What follows belongs to an exercise in optimizing a design on an open flow for small area, a short achievable clock period and few clock cycles per item; a production flow would make more cautious choices.
Where RTL was checked, it was by simulation tests only, not by an equivalence proof against the original.

// aes256_core
module aes256_core (
    input  wire         clk,
    input  wire         rst,
    input  wire         start,
    input  wire [1:0]   op,
    input  wire [255:0] key,
    input  wire [127:0] din,
    output reg          ready,
    output reg          done,
    output reg          err,
    output reg  [127:0] dout
);
Size: roughly 9200 cells after synthesis, roughly 2000 flip-flops, roughly 520 I/O pins, ~92000 µm² of cells after synthesis.
clock: 10.0 ns
lec_check: 0
cap_margin: 20
core_margin: 2
core_utilization: 40
cts_buf_list: sky130_fd_sc_hd__clkbuf_16
cts_cluster_diameter: 50
cts_cluster_size: 30
slew_margin: 20
standard.sh (not shown) runs the stock make flow with config.mk's settings and CLKGATE_MAP_FILE= SYNTH_SCRIPT=/design/flow/synth_recipe.tcl, a recipe that flattens the netlist after the stock synthesis.
==> flow/flow/run.sh <==
#!/bin/bash
# Own flow: the standard layout (standard.sh) with three changes:
#  - synthesis maps with an ABC script suited to XOR-heavy logic
#    (flow/abc.script) and skips the full/half adder extraction; registers,
#    flattening and renaming are the standard synthesis's;
#  - timing repair aims SETUP_SLACK_MARGIN ns below the clock period;
#  - ports are buffered with a plain buffer cell.
set -euo pipefail
W=$(pwd)
MARGIN=6.5
SYN=$FLOW_HOME/scripts/synth.tcl
sed -e 's|^\(\s*\)\[env_var_exists_and_non_empty ADDER_MAP_FILE\] &&|\10 \&\& [env_var_exists_and_non_empty ADDER_MAP_FILE] \&\&|' \
    -e "s|^\(\s*\)log_cmd abc {\*}\$abc_args|\1log_cmd abc -script $W/flow/abc.script {*}[lrange \$abc_args 2 end]|" \
    "$SYN" > "$W/synth_own.tcl"
grep -q '0 && \[env_var_exists_and_non_empty ADDER_MAP_FILE\]' "$W/synth_own.tcl"
grep -q "log_cmd abc -script $W/flow/abc.script" "$W/synth_own.tcl"
sed "s|source \$::env(SCRIPTS_DIR)/synth.tcl|source $W/synth_own.tcl|" synth_recipe.tcl > "$W/synth_recipe_own.tcl"
grep -q "source $W/synth_own.tcl" "$W/synth_recipe_own.tcl"
sed -e "s|SYNTH_SCRIPT=[^ ]*|SYNTH_SCRIPT=$W/synth_recipe_own.tcl|" \
    -e "s|\"\${@:-finish}\"|SETUP_SLACK_MARGIN=$MARGIN \"\${@:-finish}\"|" standard.sh > "$W/standard_own.sh"
grep -q "SYNTH_SCRIPT=$W/synth_recipe_own.tcl" "$W/standard_own.sh"
grep -q "SETUP_SLACK_MARGIN=$MARGIN" "$W/standard_own.sh"
export BUFFER_PORTS_ARGS="-buffer_cell sky130_fd_sc_hd__buf_1"
bash "$W/standard_own.sh" > "$W/flow_make.log" 2>&1
==> flow/flow/abc.script <==
strash
&get -n
&dch -x
&nf -R 1000
&put
buffer -c
topo
stime -c
upsize -c
dnsize -c
The baseline finished clean.
Then changed:
--- a/flow/flow/run.sh
+++ b/flow/flow/run.sh
@@ -5,5 +5,6 @@
 #    flattening and renaming are the standard synthesis's;
 #  - timing repair aims SETUP_SLACK_MARGIN ns below the clock period;
-#  - ports are buffered with a plain buffer cell.
+#  - ports are buffered with a plain buffer cell, and the delay cells are
+#    not used as buffers.
 set -euo pipefail
 W=$(pwd)
@@ -22,3 +23,10 @@
 grep -q "SETUP_SLACK_MARGIN=$MARGIN" "$W/standard_own.sh"
 export BUFFER_PORTS_ARGS="-buffer_cell sky130_fd_sc_hd__buf_1"
+DLY=""
+for c in clkdlybuf4s15_1 clkdlybuf4s15_2 clkdlybuf4s18_1 clkdlybuf4s18_2 clkdlybuf4s25_1 \
+         clkdlybuf4s25_2 clkdlybuf4s50_1 clkdlybuf4s50_2 dlygate4sd1_1 dlygate4sd2_1 \
+         dlygate4sd3_1 dlymetal6s2s_1 dlymetal6s4s_1 dlymetal6s6s_1; do
+  DLY="$DLY sky130_fd_sc_hd__$c"
+done
+export DONT_USE_CELLS="$DLY"
 bash "$W/standard_own.sh" > "$W/flow_make.log" 2>&1
--- a/flow/config.mk
+++ b/flow/config.mk
@@ -10,5 +10,5 @@
 export CORE_UTILIZATION = 40
 export CTS_BUF_LIST = sky130_fd_sc_hd__clkbuf_16
-export CTS_CLUSTER_DIAMETER = 50
-export CTS_CLUSTER_SIZE = 30
+export CTS_CLUSTER_DIAMETER = 45
+export CTS_CLUSTER_SIZE = 35
 export SLEW_MARGIN = 20
Effect: Setup slack is worse by 0.022 ns. Core utilization rises by 0.40 points. Via count rises by 0.53%. Design area rises by 0.85%. Sequential cell count stays the same. Die area does not change. Cell count rises by 0.38%. Maximum frequency falls by 0.63%. Routed wire length stays flat.
Function was not checked in any run of this note: the RTL went through the layout flow alone.

========
Another version of the RTL of aes256_core (not shown whole).
Size: ~1900 flip-flops, roughly 520 I/O pins, about 0.092 mm² of cells after synthesis.
==> flow/design.v (excerpt) <==
module aes256_core (
    input  wire         clk,
    input  wire         rst,
    input  wire         start,
    input  wire [1:0]   op,
    input  wire [255:0] key,
    input  wire [127:0] din,
    output reg          ready,
    output reg          done,
    output reg          err,
    output reg  [127:0] dout
);
    function [127:0] sig;
        input [127:0] a;
        sig = {a[63:32], a[95:64], a[127:96], a[31:0]};
    endfunction
    reg [255:0] ks;          
    reg [255:0] ke;          
    reg         kv;          
    reg         wpend;       
    reg         wact;        
    reg         v1, d1, x1;  
    reg [3:0]   c1;          
    reg [127:0] s1;          
    reg [255:0] k1;          
    reg         v2, d2, x2;
    reg [3:0]   c2;
    reg [191:0] m2;          
    reg [47:0]  q2;          
    reg [255:0] k2;
    reg         v3, d3, x3;
    reg [3:0]   c3;
    reg [127:0] u3;          
    reg [255:0] k3;          
    wire last3 = (c3 == 4'd13);
    reg  free3;                     
    reg  fin2;                      
    genvar gi;
    wire [127:0] sr;
    wire [191:0] ma;
    wire [47:0]  qa;
    generate
        for (gi = 0; gi < 16; gi = gi + 1) begin : g_a
            assign sr[8*gi+7:8*gi] =
                s1[8*((gi % 4) + 4*(((gi / 4) + (gi % 4)) % 4)) +: 8];
            aes_sbox_a u_sa (.x(sr[8*gi+7:8*gi]), .dec(d1), .m(ma[12*gi+11:12*gi]));
        end
        for (gi = 0; gi < 4; gi = gi + 1) begin : g_ka
            aes_sboxf_a u_ka (.x(k1[224+8*gi+7:224+8*gi]), .m(qa[12*gi+11:12*gi]));
        end
    endgenerate
    wire [127:0] b;
    wire [31:0]  sw;
    generate
        for (gi = 0; gi < 16; gi = gi + 1) begin : g_b
            aes_sbox_b u_sb (.m(m2[12*gi+11:12*gi]), .dec(d2), .y(b[8*gi+7:8*gi]));
        end
        for (gi = 0; gi < 4; gi = gi + 1) begin : g_kb
            aes_sboxf_b u_kb (.m(q2[12*gi+11:12*gi]), .y(sw[8*gi+7:8*gi]));
        end
    endgenerate
    wire [127:0] ub = d2 ? (b ^ sig(k2[255:128])) : b;
    wire [7:0]  rcon = d2 ? (8'h40 >> c2[3:1]) : (8'h01 << c2[3:1]);
  ...
export LEC_CHECK = 0
export CAP_MARGIN = 20
export CORE_MARGIN = 2
export CORE_UTILIZATION = 40
export CTS_BUF_LIST = sky130_fd_sc_hd__clkbuf_16
export CTS_CLUSTER_DIAMETER = 60
export CTS_CLUSTER_SIZE = 25
export SLEW_MARGIN = 20
create_clock -name core_clock -period 10.0 [get_ports {clk}]
==> flow/flow/run.sh <==
#!/bin/bash
# Own flow: the standard layout (standard.sh) with three changes:
#  - synthesis maps with an ABC script suited to XOR-heavy logic
#    (flow/abc.script) and skips the full/half adder extraction; registers,
#    flattening and renaming are the standard synthesis's;
#  - timing repair aims SETUP_SLACK_MARGIN ns below the clock period;
#  - ports are buffered with a plain buffer cell, and the delay cells are
#    not used as buffers.
set -euo pipefail
W=$(pwd)
MARGIN=6.2
SYN=$FLOW_HOME/scripts/synth.tcl
sed -e 's|^\(\s*\)\[env_var_exists_and_non_empty ADDER_MAP_FILE\] &&|\10 \&\& [env_var_exists_and_non_empty ADDER_MAP_FILE] \&\&|' \
    -e "s|^\(\s*\)log_cmd abc {\*}\$abc_args|\1log_cmd abc -script $W/flow/abc.script {*}[lrange \$abc_args 2 end]|" \
    "$SYN" > "$W/synth_own.tcl"
grep -q '0 && \[env_var_exists_and_non_empty ADDER_MAP_FILE\]' "$W/synth_own.tcl"
grep -q "log_cmd abc -script $W/flow/abc.script" "$W/synth_own.tcl"
sed "s|source \$::env(SCRIPTS_DIR)/synth.tcl|source $W/synth_own.tcl|" synth_recipe.tcl > "$W/synth_recipe_own.tcl"
grep -q "source $W/synth_own.tcl" "$W/synth_recipe_own.tcl"
sed -e "s|SYNTH_SCRIPT=[^ ]*|SYNTH_SCRIPT=$W/synth_recipe_own.tcl|" \
    -e "s|\"\${@:-finish}\"|SETUP_SLACK_MARGIN=$MARGIN \"\${@:-finish}\"|" standard.sh > "$W/standard_own.sh"
grep -q "SYNTH_SCRIPT=$W/synth_recipe_own.tcl" "$W/standard_own.sh"
grep -q "SETUP_SLACK_MARGIN=$MARGIN" "$W/standard_own.sh"
export BUFFER_PORTS_ARGS="-buffer_cell sky130_fd_sc_hd__buf_1"
DLY=""
for c in clkdlybuf4s15_1 clkdlybuf4s15_2 clkdlybuf4s18_1 clkdlybuf4s18_2 clkdlybuf4s25_1 \
         clkdlybuf4s25_2 clkdlybuf4s50_1 clkdlybuf4s50_2 dlygate4sd1_1 dlygate4sd2_1 \
         dlygate4sd3_1 dlymetal6s2s_1 dlymetal6s4s_1 dlymetal6s6s_1; do
  DLY="$DLY sky130_fd_sc_hd__$c"
done
export DONT_USE_CELLS="$DLY"
bash "$W/standard_own.sh" > "$W/flow_make.log" 2>&1
Scripts as last shown in full above: flow/flow/abc.script
Testbench counts at the start, summed over its fixed seeds: cycles 12,192, blocks 768.
Edit:
--- a/flow/flow/run.sh
+++ b/flow/flow/run.sh
@@ -11 +11 @@
-MARGIN=6.2
+MARGIN=6.5
Settings changed: CTS_CLUSTER_DIAMETER 60 to 80, CTS_CLUSTER_SIZE 25 to 30.
Sequential share of layout area stays flat.
Clock skew grows by 23 ps.
Final cell count hardly moves.

what the ideal ports hide:
How much do the figures lean on ideal ports? The routed layouts below were timed once more, with nothing changed but the port constraints.
Step 1 assumes that a clkbuf_16 drives the clock port and a buf_2 every other input.
Step 2 times the ports against the registers' clock, not the clock port: input delays grow and output delays shrink by t, the midpoint of the rising clock arrivals with the driver on.
a / b / c = ideal ports / drivers / drivers and shift; a / b = the first two.
| run | t (ns) | setup slack, ns | worst register clock-pin slew, ns | pins driven straight from the clock port |
|---|---|---|---|---|
| the first run of note 1 | 0.967 | 6.539 / 6.468 / 5.677 | 0.10 / 0.10 | 1 |
| the second run of note 1 | 0.996 | 6.517 / 6.459 / 5.589 | 0.10 / 0.10 | 1 |
| the first run of note 2 | 0.950 | 6.238 / 6.184 / 5.394 | 0.10 / 0.10 | 1 |
| the second run of note 2 | 0.913 | 6.304 / 6.304 / 5.709 | 0.12 / 0.12 | 1 |
After both steps setup and hold are still met in every run listed. The setup slack of the second run of note 1, which loses most, moves by -0.058 ns with the drivers and by -0.928 ns with both steps.
